This is an optimization exercise on Yosys and OpenROAD, whose aim is small area, a short achievable clock period and few clock cycles, not a production implementation. Where RTL was checked, it was by simulation tests only, not by an equivalence proof against the original. Power and IR drop assume default switching activity.

Design tpfc, start of the top module:
module tpfc (
    input  wire        clk,
    input  wire        rst,
    output wire        ready,
    input  wire        reg_req,
    input  wire        reg_we,
    input  wire [5:0]  reg_addr,
    input  wire [31:0] reg_wdata,
    output reg  [31:0] reg_rdata,
    input  wire        fb_req,
    input  wire        fb_we,
    input  wire [16:0] fb_addr,
    input  wire [7:0]  fb_wdata,
    output reg  [7:0]  fb_rdata,
    input  wire        cmd_valid,
    input  wire [15:0] cmd
);
Size in the first run: about 4600 cells after synthesis, roughly 910 flip-flops, about 130 I/O pins.
Settings: LEC_CHECK=0, CAP_MARGIN=30, CORE_MARGIN=2, CORE_UTILIZATION=40, CTS_BUF_LIST=sky130_fd_sc_hd__clkbuf_8, CTS_CLUSTER_SIZE=25, PLACE_DENSITY=0.6, SETUP_SLACK_MARGIN=4.5, SLEW_MARGIN=30; clock period 8.0 ns.
run.sh (not shown) runs the stock make flow with config.mk's settings and CLKGATE_MAP_FILE= SYNTH_SCRIPT=/design/flow/synth_recipe.tcl, a recipe that flattens the netlist after the stock synthesis.
Testbench counts at the start, summed over its fixed seeds: cycles 117,248.
Rerun with:
--- a/flow/config.mk
+++ b/flow/config.mk
@@ -8 +8 @@
-export CAP_MARGIN = 30
+export CAP_MARGIN = 20
@@ -11,2 +10,0 @@
-export CTS_BUF_LIST = sky130_fd_sc_hd__clkbuf_8
-export CTS_CLUSTER_SIZE = 25
@@ -15 +13,2 @@
-export SLEW_MARGIN = 30
+export SLEW_MARGIN = 20
+export TNS_END_PERCENT = 100
=> Power is higher by 3.5%; hold slack degrades by 6.3 ps; via count fell by 0.62%; worst setup slack improves by 70 ps; global-route usage stays flat; clock power goes up by 9.4%; non-clock buffer count increases by 7.
Rerun with:
--- a/flow/config.mk
+++ b/flow/config.mk
@@ -8 +8 @@
-export CAP_MARGIN = 20
+export CAP_MARGIN = 30
@@ -13,2 +13 @@
-export SLEW_MARGIN = 20
-export TNS_END_PERCENT = 100
+export SLEW_MARGIN = 30
Count of clock-buffer cells in the layout is higher by 17.
Utilization falls by 0.14 points.
Die area does not change.
Sequential share of layout area rose by 0.12 points.
Sequential cell count stays the same.
Final area is about the same.
Worst setup slack gets worse by 15 ps.
Via count is about the same.
Combinational power is about the same.

========
tpfc, a different RTL version from the one above (not shown whole).
For scale: ~4800 cells after synthesis, roughly 910 flip-flops, about 130 I/O pins.
// tpfc
module tpfc (
    input  wire        clk,
    input  wire        rst,
    output wire        ready,
    input  wire        reg_req,
    input  wire        reg_we,
    input  wire [5:0]  reg_addr,
    input  wire [31:0] reg_wdata,
    output reg  [31:0] reg_rdata,
    input  wire        fb_req,
    input  wire        fb_we,
    input  wire [16:0] fb_addr,
    input  wire [7:0]  fb_wdata,
    output reg  [7:0]  fb_rdata,
    input  wire        cmd_valid,
    input  wire [15:0] cmd
);
export LEC_CHECK = 0
export CAP_MARGIN = 30
export CORE_MARGIN = 2
export CORE_UTILIZATION = 40
export PLACE_DENSITY = 0.6
export SETUP_SLACK_MARGIN = 5
export SLEW_MARGIN = 30
create_clock -name core_clock -period 8.0 [get_ports {clk}]
Edit:
Settings changed: SETUP_SLACK_MARGIN 5 to 4.5.
Combinational power is lower by 6.9%.
Global-route usage fell by 0.57 points.
Final cell count goes down by 5.1%.
Count of clock-buffer cells in the layout came out higher by 5.
Utilization falls by 5.1 points.
Cell area fell by 9.3%.
Fmax came out lower by 1.4%.
Hold slack is about the same.
Non-clock buffer count drops by 353.
First-iteration DRC count grows by 5.5%.
Synthesized cell count stays the same.
No functional check of the RTL was part of any run of this note.

========
## before
Another version of the RTL of tpfc (not shown whole).
For scale: ~4,900 cells after synthesis, roughly 130 I/O pins.
clock: 8.0 ns
lec_check: 0
cap_margin: 30
core_margin: 2
core_utilization: 55
place_density: 0.7
setup_slack_margin: 5
slew_margin: 30
before never completed; the flow aborted with a tool error in global routing (5_1_grt).
Relative to before, the following input files were edited for after:
Settings: CORE_UTILIZATION changed from 55 to 40; PLACE_DENSITY changed from 0.7 to 0.6; SETUP_SLACK_MARGIN changed from 5 to 4.5.
==> comparison <==
after | stages: all done | timing, DRC, antenna: all pass. Per the comparison of after with before, number of gates given a new drive strength after cts -450, top-level I/O count ~0 delta, total standard cell area after synthesis ~0 delta. Summary: with before as the reference, vertical die dimension in after moved up by more than 10%. Summary of after over before: placed instance count now sits higher, cell area after placement neither gained nor lost much, routability congestion estimate from global placement dropped 6.4%, minimum setup slack after placement lower, clock buffer count from CTS shows an increase of 6.
No run of this note included a check of the RTL's function; only the layout flow was run.

========
## job 8173
Another version of the RTL of tpfc (not shown whole).
Size in the first run: roughly 130 I/O pins.
==> flow/config.mk <==
export PLATFORM = sky130hd
export DESIGN_NAME = tpfc
export DESIGN_NICKNAME = tpfc
export VERILOG_FILES = /design/flow/design.v
export SDC_FILE = /design/flow/constraint.sdc
export NUM_CORES = 4
export LEC_CHECK = 0
export CAP_MARGIN = 30
export CORE_MARGIN = 2
export CORE_UTILIZATION = 40
export PLACE_DENSITY = 0.6
export SETUP_SLACK_MARGIN = 4.5
export SLEW_MARGIN = 30
==> flow/constraint.sdc <==
create_clock -name core_clock -period 8.0 [get_ports {clk}]
set_input_delay 1.6000 -clock core_clock [delete_from_list [all_inputs] [get_ports {clk}]]
set_output_delay 1.6000 -clock core_clock [all_outputs]
set_load 0.01 [all_outputs]
standard.sh (not shown) runs the stock make flow with config.mk's settings and CLKGATE_MAP_FILE= SYNTH_SCRIPT=/design/flow/synth_recipe.tcl, a recipe that flattens the netlist after the stock synthesis.
==> flow/flow/run.sh <==
#!/bin/bash
# Standard layout, with the port buffers made of plain buffers (buf_4)
# instead of the cell buffer_ports picks on its own.
set -euo pipefail
export BUFFER_PORTS_ARGS="-buffer_cell sky130_fd_sc_hd__buf_4"
bash standard.sh finish > layout.log 2>&1
Testbench counts of job 8173, summed over its fixed seeds: cycles 117,248.
## Diff of input files: job 4617 against job 8173
- SETUP_SLACK_MARGIN changed from 4.5 to 4.8
==> flow/run.sh (new file) <==
#!/bin/bash
# synth_recipe.tcl (not shown) runs the flow's synth.tcl, then flattens the netlist and writes it again
# the make line also repeats each setting of config.mk as NAME=value (left out here)
make -C /OpenROAD-flow-scripts/flow DESIGN_CONFIG=/design/flow/config.mk WORK_HOME=/design/flow/orfs CLKGATE_MAP_FILE= SYNTH_SCRIPT=/design/flow/synth_recipe.tcl finish
removed: flow/flow/run.sh
removed: flow/standard.sh
Findings:
Higher initial antenna violation count was reported by job 4617, not job 8173. Post-route worst hold slack, job 8173 and job 4617: lower on job 8173. A first element of the critical path of ratiolock[16] is what job 4617 shows, while fb_addr[3] belongs to job 8173. Between job 4617 and job 8173, the maximum clock frequency figures differ only marginally. Compared with job 8173, in job 4617 HPWL after detailed placement shows a reduction of about 3.6%; wire length lost about 0.4%.
The following lists how job 7543 was set up differently from job 4617:
- CORE_UTILIZATION: 40 -> 45
- SETUP_SLACK_MARGIN: 4.8 -> 4.5
- PLACE_DENSITY: 0.6 -> 0.65
--- outcome ---
Re level count of the clock H-tree: no difference whatsoever between job 4617 and job 7543. Job 4617 ended with every stage complete and zero timing, DRC or antenna violations. Both conditions hold for job 7543: the flow ran to the end and the final layout passed the timing, DRC and antenna checks. The sequential power on job 4617 is in line with that on job 7543. Taking job 4617 as the reference, in job 7543 initial detailed-routing violation count has increased; layout clock buffer count has increased; share of the cycle needed by the critical path after routing has increased; overall power has decreased.

[re-timing with driven ports]
The flow's constraints put no driver on any port. The routed layouts listed below were extracted and timed again, unchanged, in two steps. Step 1 (the two cells are an assumption about what drives the block):
set clk [get_ports {clk}]
set_driving_cell -lib_cell sky130_fd_sc_hd__clkbuf_16 $clk
set_driving_cell -lib_cell sky130_fd_sc_hd__buf_2 [delete_from_list [all_inputs] $clk]
Step 2 moves the port delays by t, midway between the first and last clock arrival at a register: inputs arrive t later, outputs are due t later. That takes back most of the time a late clock gives input paths. Slacks: ideal ports / drivers / drivers and shift; pairs: ideal ports / drivers.
run | t, ns | setup slack, ns | worst hold slack (ns) | worst setup path at the end
the first run of note 1 | 0.960 | 4.320 / 4.320 / 3.453 | 0.433 / 0.433 / 0.433 | input to register
the second run of note 1 | 0.813 | 4.390 / 4.390 / 3.654 | 0.427 / 0.427 / 0.427 | input to register
the third run of note 1 | 0.825 | 4.376 / 4.376 / 3.680 | 0.429 / 0.429 / 0.429 | input to register
the first run of note 2 | 0.836 | 3.841 / 3.841 / 3.455 | 0.444 / 0.444 / 0.444 | input to register
the second run of note 2 | 0.818 | 3.784 / 3.784 / 3.434 | 0.442 / 0.442 / 0.442 | input to register
after | 0.797 | 3.814 / 3.814 / 3.646 | 0.424 / 0.424 / 0.424 | input to register
job 8173 | 0.813 | 4.399 / 4.444 / 3.635 | 0.421 / 0.421 / 0.421 | input to register
job 4617 | 0.821 | 4.392 / 4.392 / 3.680 | 0.434 / 0.434 / 0.434 | input to register
job 7543 | 0.785 | 4.360 / 4.360 / 3.607 | 0.402 / 0.402 / 0.402 | input to register
After both steps setup and hold are still met in every run listed. The setup slack of the first run of note 1, which loses most, moves by 0.000 ns with the drivers and by -0.867 ns with both steps.
